From an optimization exercise on the open Yosys and OpenROAD flow, aimed at small area, a short achievable clock period and few clock cycles; shortcuts taken in it are not production practice. RTL that was checked went through simulation tests only; none was proved equivalent to the original. No activity file was given, so power comes from the tool's default toggle rates.

==> tundra: inputs <==
// updi_host
module updi_host (
    input  wire        clk,
    input  wire        rst,
    input  wire        cfg_a24,
    input  wire        req_valid,
    output wire        req_ready,
    input  wire [4:0]  req_op,
    input  wire        req_wide,
    input  wire [23:0] req_addr,
    input  wire [15:0] req_data,
    input  wire [16:0] req_len,
    output wire        rsp_valid,
    output wire [2:0]  rsp_kind,
    output wire [2:0]  rsp_stage,
    output wire [2:0]  rsp_cause,
    output wire [15:0] rsp_data,
    output wire [1:0]  life,
    output wire [1:0]  session,
    output wire        desync,
    input  wire        wd_valid,
    output wire        wd_ready,
    input  wire [7:0]  wd_data,
    output wire        rd_valid,
    output wire [7:0]  rd_data,
    output wire        ctl_valid,
    output wire [2:0]  ctl_cmd,
    input  wire        ctl_ready,
    input  wire        ctl_fail,
    output wire        tx_valid,
    output wire [7:0]  tx_data,
    input  wire        tx_ready,
    input  wire        rx_valid,
    input  wire        rx_err,
    input  wire [7:0]  rx_data,
    output wire        rx_ready
);
    localparam [4:0] OP_OPEN   = 5'd0,  OP_CLOSE  = 5'd1,  OP_DBRK   = 5'd2,
                     OP_ISP    = 5'd3,  OP_CDL    = 5'd4,  OP_INIT   = 5'd5,
                     OP_LDCS   = 5'd6,  OP_STCS   = 5'd7,  OP_LOAD   = 5'd8,
                     OP_STORE  = 5'd9,  OP_SETPTR = 5'd10, OP_LDINC  = 5'd11,
                     OP_STINC  = 5'd12, OP_REPEAT = 5'd13, OP_BULK   = 5'd14,
                     OP_KEY    = 5'd15, OP_SIB    = 5'd16;
    localparam [1:0] L_CLOSED = 2'd0, L_OPENED = 2'd1, L_SYNC = 2'd2;
    localparam [1:0] S_UNSYNC = 2'd0, S_SPS = 2'd1, S_VERIFIED = 2'd2;
    localparam [2:0] K_OK = 3'd0, K_TRANSPORT = 3'd1, K_NORESP = 3'd2,
                     K_PROTOCOL = 3'd3, K_INVARG = 3'd4, K_LINKINIT = 3'd5;
    localparam [2:0] G_NONE = 3'd0, G_ARG = 3'd1, G_CONFIGURE = 3'd2,
  ...
clock: 8.0 ns
lec_check: 0
abc_area: 1
cap_margin: 20
core_margin: 2
core_utilization: 40
cts_cluster_diameter: 100
cts_cluster_size: 25
setup_slack_margin: 4.5
slew_margin: 20
standard.sh (not shown) runs the stock make flow with config.mk's settings and CLKGATE_MAP_FILE= SYNTH_SCRIPT=/design/flow/synth_recipe.tcl, a recipe that flattens the netlist after the stock synthesis.
==> flow/flow/run.sh <==
#!/bin/bash
set -o pipefail
export BUFFER_PORTS_ARGS="-buffer_cell sky130_fd_sc_hd__buf_1"
bash standard.sh > standard.log 2>&1
==> sierra: changes against tundra <==
--- a/flow/design.v
+++ b/flow/design.v
@@ -101,10 +101,11 @@
     reg [15:0] n_dat;
     reg [1:0]  n_life_r, n_session_r;
     reg        n_desync_r, n_rsp_r;
     reg [2:0]  n_ecode;
     reg        n_res;               
+    reg        f_txc, f_txw, f_srcwd, f_rxa;
     reg        f_res;
     reg [7:0]  txb;             
     wire [7:0] asz   = a24 ? 8'h08 : 8'h04;
     wire [7:0] psz   = a24 ? 8'h02 : 8'h01;
     wire [7:0] dsz   = wide ? 8'h01 : 8'h00;
@@ -175,15 +176,10 @@
     wire b_reqlast = (bph == 2'd2) & (hidx[1:0] == 2'd2);
     wire b_unb     = (dat[15:10] != 6'd0) | (dat == 16'd0);
     wire b_last    = b_reqlast | (!b_unb & (bcc == 10'd1));
     wire k_last    = (cnt[4:0] == 5'd0);
     wire snd_last  = (st_tx & f_last) | (st_bulk & b_last) | (st_key & k_last);
-    wire   src_wd   = (st_tx & (fr == F_STI) & hidx[1]) | (st_bulk & (bph == 2'd1));
-    wire   f_txc    = tx_on & !pend & !src_wd & !(st_key & rp[0]);
-    wire   f_txw    = tx_on & !pend & src_wd;
-    wire   f_rxa    = st_rx | (tx_on & !abort & pend);
-    wire   f_srcwd  = src_wd;
     assign tx_valid = f_txc | (f_txw & wd_valid);
     assign tx_data  = f_srcwd ? wd_data : txb;
     wire   tx_fire  = tx_valid & tx_ready;
     wire   bc       = (tx_on & pend & rx_valid) | (tx_fire & (abort | rx_valid));
     assign rx_ready = f_rxa | (tx_ready & !abort & (f_txc | (f_txw & wd_valid)));
@@ -279,10 +275,14 @@
                      endcase
         endcase
     end
     always @(posedge clk) begin
         txb      <= acc ? 8'h55   : n_byte;
+        f_txc    <= acc ? acc_txon : n_txc;
+        f_txw    <= !acc & n_txw;
+        f_srcwd  <= !acc & n_srcwd;
+        f_rxa    <= !acc & (n_strx | (n_tx_on & !n_abort & n_pend));
         f_res    <= !acc & n_res;
     end
     always @(posedge clk) begin
         st <= m_st; pc <= m_pc; fr <= m_fr; hidx <= m_hidx; cnt <= m_cnt;
         bph <= m_bph; pend <= m_pend; abort <= m_abort;
Settings changed: SETUP_SLACK_MARGIN 4.5 to 4.15.
==> run notes <==
metric                                                           tundra     sierra
Clock tree skew after final layout                            0.0249 ns  0.0360 ns
Xor/xnor share of the synthesized area                          0.00895    0.00767
Postcts setup bufs                                                   44          8
Combinational cell fraction of total power                        0.307      0.238
Relative max-transition margin                                    0.313      0.231
Number of instances in the synthesized netlist                     1918       1978
Count of plain and timing-repair buffers                            229        162
Status                                 no timing/DRC/antenna violations  no timing/DRC/antenna violations
Well tap count                                                      518        525
Wire length on met2                                            26200 um   24200 um
Maximum number of pins on one net before global-route repair         50         49
Wire length of the first global-routing pass                   80000 um   76200 um
Worst Path Max Fanout                                                 2         10
Launch instance of the worst register-to-register path            fr[0]      st[0]
Number of multi-input combinational cells in the layout            1260       1289
Cells after DPL                                                    2542       2605
Testbench counts of sierra, summed over its fixed seeds: cycles 23,533.
Only the layout flow was run in tundra; the RTL was not checked for function there.

========
==> trial 64 <==
updi_host, a different RTL version from the one above (not shown whole).
Settings: LEC_CHECK=0, ABC_AREA=1, CAP_MARGIN=20, CORE_MARGIN=2, CORE_UTILIZATION=40, CTS_CLUSTER_DIAMETER=100, CTS_CLUSTER_SIZE=25, SETUP_SLACK_MARGIN=3.5, SLEW_MARGIN=20; clock period 8.0 ns.
Scripts as last shown in full above: flow/flow/run.sh
==> trial 81: changes against trial 64 <==
SETUP_SLACK_MARGIN = 3.0   (was 3.5)
==> build 70: changes against trial 64 <==
--- a/flow/design.v
+++ b/flow/design.v
@@ -65,22 +65,23 @@
     reg [2:0]  st;
     reg [3:0]  pc;
     reg [3:0]  fr;
     reg [2:0]  hidx;
     reg [16:0] cnt;
     reg [1:0]  bph;             
+    reg [9:0]  bcc;             
     reg        pend;            
     reg        abort;           
+    reg        sent_any;
     reg        retry;
     reg        ctl_fail_r;
     reg [2:0]  ctl_cmd_r;
     reg [4:0]  op;
     reg        wide;
     reg        a24;
     reg [23:0] addr;            
-    wire [9:0] bcc = addr[17:8];
     reg [15:0] dat;
     reg [7:0]  ring [0:31];
     reg [4:0]  rp;
     reg [1:0]  life_r, session_r;
     reg        desync_r;
     reg        rsp_r;
@@ -202,20 +203,17 @@
     wire ack_fin = (fr == F_PTR) | ((fr == F_STORE) & hidx[2] & (hidx[1] | hidx[0])) |
                    ((fr == F_STI) & cnt1);
     wire is_ack  = (rx_data == 8'h40);
     wire nz      = (rx_data != 8'h00);
     wire y_any   = st_rx & cnt1 & ((rx_dat & (fr != F_CDL)) | rx_str);
     wire y_ack   = st_rx & rx_ack & ack_fin;
-    wire y_cdl   = st_rx & cnt1 & (fr == F_CDL) & (op == OP_CDL);
-    wire y_fin   = y_any | y_ack | y_cdl;
+    wire y_cdl   = st_rx & cnt1 & (fr == F_CDL);
     wire x_txv   = req_last & !pend & !(st_key & rp[0]);
     wire x_pend  = req_last & pend;
     wire x_abort = x_txv & abort;
-    wire rx_fin  = rx_valid & y_fin;
-    wire y_bad   = y_ack & !is_ack;
-    wire y_ok    = !rx_err & nz;
+    wire rx_fin  = rx_valid & !rx_err & (y_any | (y_ack & is_ack) | (y_cdl & nz));
     wire tx_fin  = (x_pend & rx_valid) | (x_abort & tx_ready) |
                    (x_txv & tx_ready & rx_valid);
     wire fast    = rx_fin | tx_fin;
     assign rsp_valid = rsp_r | fast;
     assign req_ready = (st == ST_IDLE) | fast;
     wire   accept    = req_valid & req_ready;
@@ -229,37 +227,37 @@
             E_INVARG: begin ek = K_INVARG;    eg = G_ARG;       end
             E_LICFG:  begin ek = K_LINKINIT;  eg = G_CONFIGURE; end
             E_LICHK:  begin ek = K_LINKINIT;  eg = G_CHECK;     end
             default:  begin ek = K_OK;        eg = G_NONE;      end
         endcase
     end
-    assign rsp_kind  = !y_fin ? ek : rx_err ? K_NORESP : y_bad ? K_PROTOCOL : K_OK;
-    assign rsp_stage = !y_fin ? eg : rx_err ? G_RECEIVE : y_bad ? G_ACK : G_NONE;
-    assign rsp_cause = ((ecode == E_LICFG) & !y_fin) ? K_TRANSPORT : K_OK;
+    assign rsp_kind  = ek;
+    assign rsp_stage = eg;
+    assign rsp_cause = (ecode == E_LICFG) ? K_TRANSPORT : K_OK;
     wire   dsel      = st_rx & ((fr == F_LDCS) | (fr == F_LOAD));
     wire   hsel      = st_rx & (fr == F_LOAD) & wide;
-    wire   cdl1      = y_cdl & y_ok;
+    wire   cdl1      = st_rx & (fr == F_CDL) & (op == OP_CDL);
     assign rsp_data  = {dat[15:8] & {8{hsel}}, rx_data[7:1] & {7{dsel}},
                         (rx_data[0] & dsel) | cdl1};
     assign rd_valid = st_rx & rx_str & rx_valid & !rx_err;
     assign rd_data  = rx_data;
     assign life    = life_r;
-    assign session = cdl1 ? S_VERIFIED : session_r;
-    assign desync  = desync_r | (y_fin & (rx_err | y_bad));
+    assign session = (st_rx & (fr == F_CDL)) ? S_VERIFIED : session_r;
+    assign desync  = desync_r;
     wire rq_ldi  = (req_op == OP_LDINC) | (req_op == OP_STINC);
     wire rq_rep  = (req_op == OP_REPEAT) | (req_op == OP_BULK);
     wire arg_bad = (req_op > OP_SIB) ||
                    (rq_ldi && (req_len[15:0] == 16'd0 || req_len[16])) ||
                    (rq_rep && (req_len == 17'd0 || req_len > 17'd256)) ||
                    ((req_op == OP_KEY) && (req_len > 17'd2));
     wire closed  = (life_r == L_CLOSED);
     task automatic fail(input [2:0] e);
         begin
             rsp_r <= 1'b1;
             ecode <= e;
-            if (op != OP_OPEN && op != OP_DBRK)
+            if (sent_any && op != OP_OPEN && op != OP_DBRK)
                 desync_r <= 1'b1;
             st <= ST_IDLE;
         end
     endtask
     task automatic done_ok;
         begin
@@ -307,12 +305,13 @@
         end else begin
             rsp_r <= 1'b0;
             if (bc) pend <= 1'b0;
             else if (tx_fire) pend <= 1'b1;
             if (bc & snd_last) abort <= 1'b0;
             else if (tx_on & rx_fire & rx_err) abort <= 1'b1;
+            if (tx_fire) sent_any <= 1'b1;
             case (st)
             ST_TX: if (bc) begin
                 if (!f_last) hidx <= hidx + 3'd1;
                 else begin
                     case (fr)
                         F_STCS, F_REP: st <= ST_IDLE;
@@ -330,13 +329,13 @@
                         F_LDCS, F_CDL: begin cnt <= 17'd1; st <= ST_RX; end
                         default: st <= ST_RX;                
                     endcase
                 end
             end
             ST_BULK: if (bc) begin
-                addr[17:8] <= b_last ? dat[9:0] : bcc - 10'd1;
+                bcc  <= b_last ? dat[9:0] : bcc - 10'd1;
                 hidx <= hidx + 3'd1;
                 case (bph)
                     2'd0: if (hidx == 3'd7) bph <= 2'd1;
                     2'd1: begin
                         cnt <= cnt - 17'd1;
                         if (cnt1) begin bph <= 2'd2; hidx <= 3'd0; end
@@ -350,19 +349,13 @@
             end
             ST_KLD: if (wd_fire) begin
                 if (k_ld_last) send(F_KEYH);
                 else cnt <= cnt + 17'd1;
             end
             ST_RX: if (rx_valid) begin
-                if (y_fin) begin
-                    st <= ST_IDLE;
-                    if (rx_err | y_bad)
-                        desync_r <= 1'b1;
-                    if (cdl1)
-                        session_r <= S_VERIFIED;
-                end else if (rx_err) begin
+                if (rx_err) begin
                     if (fr == F_CDL) begin
                         desync_r <= 1'b1;
                         cdl_miss;
                     end else
                         fail(E_NORESP);
                 end else if (rx_ack) begin
@@ -380,13 +373,13 @@
                     cnt  <= cnt - 17'd1;
                     if (cnt1) begin
                         if (fr != F_CDL)
                             st <= ST_IDLE;
                         else if (nz) begin
                             session_r <= S_VERIFIED;
-                            done_ok;
+                            st <= ST_IDLE;
                         end else
                             cdl_miss;
                     end
                 end
             end
             ST_CTL: if (ctl_ready) begin
@@ -443,12 +436,13 @@
                 addr     <= req_addr;
                 if (req_op == OP_REPEAT || req_op == OP_BULK)
                     addr[7:0] <= req_len[7:0] - 8'd1;
                 if (req_op == OP_KEY)
                     addr[7:0] <= req_len[7:0];
                 dat      <= req_data;
+                sent_any <= 1'b0;
                 retry    <= 1'b0;
                 pend     <= 1'b0;
                 abort    <= 1'b0;
                 ecode    <= E_OK;
                 hidx     <= 3'd0;
                 fr       <= req_op[3:0];
@@ -456,15 +450,13 @@
                     OP_LDINC: cnt <= req_wide ? {req_len[15:0], 1'b0} : {1'b0, req_len[15:0]};
                     OP_STINC: cnt <= {1'b0, req_len[15:0]};
                     OP_BULK:  cnt <= {7'd0, req_len[8:0], 1'b0};
                     default:  cnt <= 17'd0;
                 endcase
                 bph <= 2'd0;
-                if (req_op == OP_BULK)
-                    addr[17:8] <= (req_data != 16'd0 && req_data < 16'd10) ? 10'd6
-                                                                          : req_data[9:0];
+                bcc <= (req_data != 16'd0 && req_data < 16'd10) ? 10'd6 : req_data[9:0];
                 case (req_op)
                     OP_OPEN:  begin st <= ST_SEQ; pc <= P_O1; end
                     OP_CLOSE: begin st <= ST_SEQ; pc <= P_C1; end
                     OP_DBRK:  begin st <= ST_SEQ; pc <= P_D0; end
                     OP_ISP, OP_INIT: begin
                         if (closed) begin
==> flow/run.sh (new file) <==
#!/bin/bash
# synth_recipe.tcl (not shown) runs the flow's synth.tcl, then flattens the netlist and writes it again
# the make line also repeats each setting of config.mk as NAME=value (left out here)
make -C /OpenROAD-flow-scripts/flow DESIGN_CONFIG=/design/flow/config.mk WORK_HOME=/design/flow/orfs CLKGATE_MAP_FILE= SYNTH_SCRIPT=/design/flow/synth_recipe.tcl finish
ABC_AREA = not set   (was 1)
ABC_CLOCK_PERIOD_IN_PS = 4000   (was not set)
CTS_BUF_LIST = sky130_fd_sc_hd__clkbuf_4 sky130_fd_sc_hd__clkbuf_8   (was not set)
CTS_CLUSTER_DIAMETER = not set   (was 100)
CTS_CLUSTER_SIZE = 30   (was 25)
removed: flow/flow/run.sh
removed: flow/standard.sh
==> comparison table <==
Fill cells: trial 64 3888; build 70 3743; trial 81 3941
Critical-path top delay cell: trial 64 sky130_fd_sc_hd__edfxtp_1; build 70 sky130_fd_sc_hd__or4_4; trial 81 sky130_fd_sc_hd__edfxtp_1
Launch instance of the worst min-delay path: trial 64 ring[9][4]; build 70 ring[25][3]; trial 81 ring[9][4]
TAP cells: trial 64 518; build 70 532; trial 81 518
Share of synthesized area occupied by flip-flops and latches: trial 64 53.1%; build 70 51.5%; trial 81 53.1%
Post-cts gate resize count: trial 64 38; build 70 197; trial 81 0
Area fraction in compound gates after synthesis: trial 64 13.6%; build 70 20.3%; trial 81 13.6%
Most frequent cell after synthesis: trial 64 sky130_fd_sc_hd__nand2_1; build 70 sky130_fd_sc_hd__dfxtp_1; trial 81 sky130_fd_sc_hd__nand2_1
Fraction of the cycle the final worst path needs: trial 64 56.2%; build 70 62.5%; trial 81 60.0%
Seq area share: trial 64 46.5%; build 70 41.3%; trial 81 48.0%
First element of the critical path: trial 64 hidx[0]; build 70 rx_data[4]; trial 81 hidx[1]
Worst path arrival time: trial 64 2900 ps; build 70 3400 ps; trial 81 3200 ps
Result of the run: trial 64 no timing/DRC/antenna violations; build 70 no timing/DRC/antenna violations; trial 81 no timing/DRC/antenna violations
Clock group share of total power: trial 64 21.2%; build 70 27.2%; trial 81 22.0%
Number of distinct library cells after synthesis: trial 64 57; build 70 106; trial 81 57
Largest fanout of any net on the critical path: trial 64 8; build 70 4; trial 81 7
Area share of fa/ha/maj cells after synthesis: trial 64 1.37%; build 70 1.39%; trial 81 1.37%
Post-synthesis mux area share: trial 64 0%; build 70 1.99%; trial 81 0%
Total Nets Final: trial 64 2181; build 70 2017; trial 81 2152
Seq power: trial 64 0.00228 W; build 70 0.00248 W; trial 81 0.00228 W
Number of levels in the clock H-tree: trial 64 1; build 70 3; trial 81 1
Cell Pwr Density: trial 64 296 mW/mm^2; build 70 332 mW/mm^2; trial 81 294 mW/mm^2
Via count: trial 64 13700; build 70 14400; trial 81 13500
Met3 usage in global routing: trial 64 3.55%; build 70 4.30%; trial 81 3.55%
Slew Limit Headroom: trial 64 49.3%; build 70 27.2%; trial 81 33.2%
Fraction of power consumed by sequential logic: trial 64 43.3%; build 70 35.7%; trial 81 45.0%
X dimension of the die: trial 64 201 microns; build 70 208 microns; trial 81 201 microns
Testbench counts of trial 64, summed over its fixed seeds: cycles 22,269.
Testbench counts of trial 81, summed over its fixed seeds: cycles 22,269.
Testbench counts of build 70, summed over its fixed seeds: cycles 22,261.

==> afterwards: timing with drivers on the ports <==
In the flow no input, the clock included, has a driving cell. The finished layouts below were timed again as built, in two steps. Step 1 (the two cells are an assumption about what drives the block):
set clk [get_ports {clk}]
set_driving_cell -lib_cell sky130_fd_sc_hd__clkbuf_16 $clk
set_driving_cell -lib_cell sky130_fd_sc_hd__buf_2 [delete_from_list [all_inputs] $clk]
Step 2 times the ports against the registers' clock, not the clock port: input delays grow and output delays shrink by t, the midpoint of the rising clock arrivals with the driver on. Three values: ideal ports, drivers, drivers and shift; two values: the first two.
| run | shift t [ns] | setup WS [ns] | hold WS [ns] | latest minus earliest clock arrival (ns) |
|---|---|---|---|---|
| tundra | 0.597 | 4.158 / 4.113 / 3.901 | 0.328 / 0.328 / 0.328 | 0.028 / 0.028 |
| sierra | 0.599 | 4.113 / 4.092 / 3.644 | 0.326 / 0.326 / 0.326 | 0.042 / 0.041 |
| trial 64 | 0.601 | 3.502 / 3.447 / 3.521 | 0.330 / 0.330 / 0.330 | 0.030 / 0.029 |
| trial 81 | 0.596 | 3.201 / 3.147 / 3.185 | 0.326 / 0.326 / 0.326 | 0.030 / 0.030 |
| build 70 | 0.663 | 2.999 / 2.955 / 2.955 | 0.310 / 0.310 / 0.310 | 0.035 / 0.035 |
After both steps every run listed still meets setup and hold. The setup slack of sierra, which loses most, moves by -0.021 ns with the drivers and by -0.469 ns with both steps.
